Background: an optimization exercise with open tools, aiming at a short achievable clock period and few clock cycles. Do not read the settings as production practice.
Only simulation tests tie the RTL to the original design; equivalence was not proved.
Power and IR drop assume default switching activity.

==> inputs of run a <==
Design uc1609_framer, start of the top module:
module uc1609_framer (
    input  wire        clk,
    input  wire        rst,           
    input  wire        req_valid,
    input  wire [31:0] req_word,
    output wire        req_ready,
    output reg         sts_valid,
    output reg  [1:0]  sts_kind,      
    output reg  [3:0]  sts_code,      
    output wire [3:0]  fault_code,
    output wire [31:0] fault_req,
    output reg         fm_re,
    output reg  [16:0] fm_addr,
    input  wire [7:0]  fm_rdata,
    input  wire [16:0] fm_size,
    output reg         ev_valid,
    output reg  [2:0]  ev_type,
    output reg  [7:0]  ev_data,
    input  wire        ev_ready
);
==> flow/config.mk <==
export PLATFORM = sky130hd
export DESIGN_NAME = uc1609_framer
export DESIGN_NICKNAME = uc1609_framer
export VERILOG_FILES = /design/flow/design.v
export SDC_FILE = /design/flow/constraint.sdc
export NUM_CORES = 4
export LEC_CHECK = 0
export CAP_MARGIN = 20
export CORE_MARGIN = 2
export CORE_UTILIZATION = 40
export SLEW_MARGIN = 20
==> flow/constraint.sdc <==
create_clock -name core_clock -period 12.0 [get_ports {clk}]
set_input_delay 2.4000 -clock core_clock [delete_from_list [all_inputs] [get_ports {clk}]]
set_output_delay 2.4000 -clock core_clock [all_outputs]
set_load 0.01 [all_outputs]
standard.sh (not shown) runs the stock make flow with config.mk's settings and CLKGATE_MAP_FILE= SYNTH_SCRIPT=/design/flow/synth_recipe.tcl, a recipe that flattens the netlist after the stock synthesis.
==> flow/flow/run.sh <==
#!/bin/bash
set -euo pipefail
export BUFFER_PORTS_ARGS="-buffer_cell sky130_fd_sc_hd__buf_4"
bash standard.sh > standard_flow.log 2>&1
==> run b (differences from run a) <==
--- a/flow/design.v
+++ b/flow/design.v
@@ -92,16 +92,15 @@
                        X_CSD = 10, X_TE = 11, X_STS = 12;
     localparam integer Y_CMDS = 0, Y_CLR = 1, Y_REPOS = 2, Y_GTOP = 3;
     reg rst_q;
     always @(posedge clk) rst_q <= rst;
     reg        wv_q;
     reg        rdy_q;
-    reg        busy_q;         
     reg [31:0] w_q;
     assign req_ready = rdy_q;
-    wire acc = req_valid && !busy_q;
+    wire acc = req_valid && rdy_q;
     reg [15:0] col_q;
     reg [2:0]  row_q;
     reg        scale2_q;
     reg        aa_q;
     reg        font_valid_q;
     reg [15:0] fontbase_q;
@@ -200,23 +199,21 @@
     reg [7:0]  e_rc, e_gc;
     reg [2:0]  e_rr, e_gr, e_gr1;
     reg [2:0]  e_nds;
     reg        e_nds1;
     reg [7:0]  e_nslow;
     reg        e_nl1;          
-    reg [47:0] ds_te, ds_to, ds_be, ds_bo;
-    reg        dpar;           
+    reg [191:0] ds;
     reg [39:0] gb;
     reg        pf_act;
     reg [2:0]  pf_iss, pf_got;
     reg        pf_bld;
     reg [16:0] pf_addr;
     reg [7:0]  sb;
     reg [1:0]  tag0_q, tag1_q;
     reg        o_last;
-    reg        o_empty;        
     reg        s_v, s_ev, s_last;
     reg [2:0]  s_t;
     reg [7:0]  s_d;
     reg [1:0]  s_k;
     reg [3:0]  s_c;
     reg [3:0]  fo_code;
@@ -237,20 +234,16 @@
         if (es[X_CSA])              p_t = EV_CS_ASSERT;
         if (es[X_FR] && ph[0])      p_t = EV_CD_COMMAND;
         if (es[X_FR] && ph[2])      p_t = EV_CD_DATA;
         if (es[X_CSD])              p_t = EV_CS_DEASSERT;
         if (es[X_TE])               p_t = EV_TXN_END;
         p_d = ({8{es[X_FR] & ph[1]}}            & cq[7:0]) |
-              ({8{es[X_RUN] & seg[Y_GTOP] & !dpar}} & ds_te[7:0]) |
-              ({8{es[X_RUN] & seg[Y_GTOP] &  dpar}} & ds_to[7:0]) |
-              ({8{es[X_RUN] & seg[4] & !dpar}}      & ds_be[7:0]) |
-              ({8{es[X_RUN] & seg[4] &  dpar}}      & ds_bo[7:0]) |
+              ({8{es[X_RUN] & !seg[Y_CLR]}}     & ds[7:0]) |
               ({8{es[X_SP]}}                    & sb);
     end
     wire p_push = p_has && go;
-    wire [191:0] gbb = e_s2 ? build_buf(gb, e_aa) : {144'd0, gb, 8'h00};
     wire e_end  = go && p_last;
     wire e_load = jv && (es[X_IDLE] || e_end);
     wire e_slow_rd = es[X_SR];
     wire d_font_rd = !d_idle && dw_font && (fr_iss != 2'd3);
     wire d_rd_ok   = !pf_act && !e_slow_rd && d_font_rd;
     wire [16:0] font_rd_addr = {1'b0, fa, fb} + {15'd0, fr_iss != 2'd0, fr_iss == 2'd2};
@@ -596,30 +589,25 @@
     wire       src_ev   = s_v ? s_ev   : p_ev;
     wire       src_last = s_v ? s_last : p_last;
     wire [2:0] src_t    = s_v ? s_t    : p_t;
     wire [7:0] src_d    = s_v ? s_d    : p_d;
     wire [1:0] src_k    = s_v ? s_k    : e_kind;
     wire [3:0] src_c    = s_v ? s_c    : e_code;
-    wire ev_take = src_v && src_ev && (o_empty ? 1'b1 : (ev_ready && !o_last));
-    wire st_take = src_v && !src_ev && o_empty;
+    wire ev_take = src_v && src_ev && (ev_valid ? (ev_ready && !o_last) : 1'b1);
+    wire st_take = src_v && !src_ev && !ev_valid;
     wire take    = ev_take || st_take;
-    wire o_bub   = !o_empty && ev_ready && o_last;
+    wire o_bub   = ev_valid && ev_ready && o_last;
     always @(posedge clk) begin
-        if (rst) begin
-            rdy_q  <= 1'b0;
-            busy_q <= 1'b1;
-        end else if (rst_q) begin
-            rdy_q  <= 1'b1;
-            busy_q <= 1'b0;
-        end else if (acc) begin
-            rdy_q  <= 1'b0;
-            busy_q <= 1'b1;
-        end else if (d_take) begin
-            rdy_q  <= 1'b1;
-            busy_q <= 1'b0;
-        end
+        if (rst)
+            rdy_q <= 1'b0;
+        else if (rst_q)
+            rdy_q <= 1'b1;
+        else if (acc)
+            rdy_q <= 1'b0;
+        else if (d_take)
+            rdy_q <= 1'b1;
         if (rst_q) begin
             wv_q         <= 1'b0;
             col_q        <= 16'd0;
             row_q        <= 3'd0;
             scale2_q     <= 1'b0;
             aa_q         <= 1'b0;
@@ -636,13 +624,12 @@
             pf_act       <= 1'b0;
             pf_bld       <= 1'b0;
             fm_re        <= 1'b0;
             tag0_q       <= T_NONE;
             tag1_q       <= T_NONE;
             ev_valid     <= 1'b0;
-            o_empty      <= 1'b1;
             s_v          <= 1'b0;
             sts_valid    <= 1'b0;
             fo_code      <= 4'd0;
             fo_req       <= 32'd0;
         end else begin
             if (acc)
@@ -694,14 +681,13 @@
             if (e_load && j_glyph)
                 pf_act <= 1'b1;
             else if (pf_act && pf_iss == 3'd4)
                 pf_act <= 1'b0;
             pf_bld <= (tag1_q == T_PF) && (pf_got == 3'd4);
             sts_valid <= o_bub || st_take;
-            ev_valid  <= ev_take || (!o_empty && !ev_ready);
-            o_empty   <= !(ev_take || (!o_empty && !ev_ready));
+            ev_valid  <= ev_take || (ev_valid && !ev_ready);
             if (s_v)
                 s_v <= !take;
             else
                 s_v <= p_push && !take;
             if (st_take && src_k == ST_FAULT) begin
                 fo_code <= df_q;
@@ -891,38 +877,16 @@
         else if (d_rd_ok)
             fm_addr <= font_rd_addr;
         if (tag1_q == T_PF)
             gb <= {fm_rdata, gb[39:8]};
         if (tag1_q == T_SLOW)
             sb <= fm_rdata;
-        if (pf_bld) begin
-            ds_te <= {gbb[8*10 +: 8], gbb[8*8 +: 8], gbb[8*6 +: 8],
-                      gbb[8*4 +: 8],  gbb[8*2 +: 8], gbb[8*0 +: 8]};
-            ds_to <= {gbb[8*11 +: 8], gbb[8*9 +: 8], gbb[8*7 +: 8],
-                      gbb[8*5 +: 8],  gbb[8*3 +: 8], gbb[8*1 +: 8]};
-        end else if (es[X_RUN] && seg[Y_GTOP] && go) begin
-            if (dpar)
-                ds_to <= {8'h00, ds_to[47:8]};
-            else
-                ds_te <= {8'h00, ds_te[47:8]};
-        end
-        if (pf_bld) begin
-            ds_be <= {gbb[8*22 +: 8], gbb[8*20 +: 8], gbb[8*18 +: 8],
-                      gbb[8*16 +: 8], gbb[8*14 +: 8], gbb[8*12 +: 8]};
-            ds_bo <= {gbb[8*23 +: 8], gbb[8*21 +: 8], gbb[8*19 +: 8],
-                      gbb[8*17 +: 8], gbb[8*15 +: 8], gbb[8*13 +: 8]};
-        end else if (es[X_RUN] && seg[4] && go) begin
-            if (dpar)
-                ds_bo <= {8'h00, ds_bo[47:8]};
-            else
-                ds_be <= {8'h00, ds_be[47:8]};
-        end
-        if (es[X_RUN] && go)
-            dpar <= !dpar;
-        if (es[X_FR])
-            dpar <= 1'b0;
+        if (pf_bld)
+            ds <= e_s2 ? build_buf(gb, e_aa) : {144'd0, gb, 8'h00};
+        else if (es[X_RUN] && !seg[Y_CLR] && go)
+            ds <= {8'h00, ds[191:8]};
         if (ev_take) begin
             ev_type <= src_t;
             ev_data <= src_d;
             o_last  <= src_last;
         end
         if (p_push) begin
@@ -933,12 +897,12 @@
             s_k    <= e_kind;
             s_c    <= e_code;
         end
         if (st_take) begin
             sts_kind <= src_k;
             sts_code <= src_c;
-        end else if (!o_empty && o_last) begin
+        end else if (ev_valid && o_last) begin
             sts_kind <= ST_DONE;
             sts_code <= 4'd0;
         end
     end
 endmodule
==> summary of the runs <==
Run a went through all stages and came out clean. Run b completed without violations.
Between run b and run a, the lower worst setup slack is in run b (gap 0.0010 ns).
Register-to-register slack: run a is higher than run b (0.15 ns).
Between run a and run b, the lower clock skew is in run a (gap 0.022 ns).
Design area: run b is smaller than run a (about 2%).
In run b the worst hold slack is lower than in run a, by 0.0052 ns.
In run b the die area is lower than in run a, by about 1.8%.
==> figures <==
| metric | run b | run a |
|---|---|---|
| Result of the run | finished clean | finished clean |
| Power in the clock group | 4230 µW | 4300 µW |
| Clock network latency to the later pin of the worst-skew pair | 0.78 ns | 0.77 ns |
| Actual slew at the worst max-slew pin | 1.13 ns | 1.10 ns |
| Parity-gate share of the synthesized area counting xor and xnor cells | 0.0348 | 0.0313 |
| Multi-input gates | 2961 | 3065 |
| Peak supply drop | 0.154 mV | 0.182 mV |
| Max layer used | met4 | met5 |
| Wire length of the first global-routing pass | 203000 µm | 218000 µm |
| Final Cell Area | 61200 µm² | 62400 µm² |
| Met3 track demand over resource in global routing | 0.0305 | 0.0426 |
| Layout Cells excl Fill | 6740 | 6879 |
| Number of global-route vias before repair | 34500 | 35400 |
Testbench counts of run a, summed over its fixed seeds: cycles 127,442.
Testbench counts of run b, summed over its fixed seeds: cycles 127,442.

-- separate check: timing with driven ports --
How much do the figures lean on ideal ports? The routed layouts below were timed once more, with nothing changed but the port constraints. Step 1: set_driving_cell puts a clkbuf_16 on clk and a buf_2 on each other input, an assumption about the parent block. Step 2 adds t to the input delays and takes it off the output delays; t is the mean of the earliest and latest rising clock arrival at the registers after step 1. Input paths then give back, and output paths get back, about the clock's delay inside the block. Three values: no drivers, after step 1, after step 2; two values: the first two.
run	t (ns)	setup slack, ns	hold slack, ns	slew at the worst register clock pin (ns)
run a	0.836	8.201 / 8.121 / 8.300	0.326 / 0.326 / 0.326	0.07 / 0.07
run b	0.838	8.200 / 8.122 / 8.200	0.321 / 0.321 / 0.321	0.06 / 0.06
After both steps setup and hold are still met in every run listed.
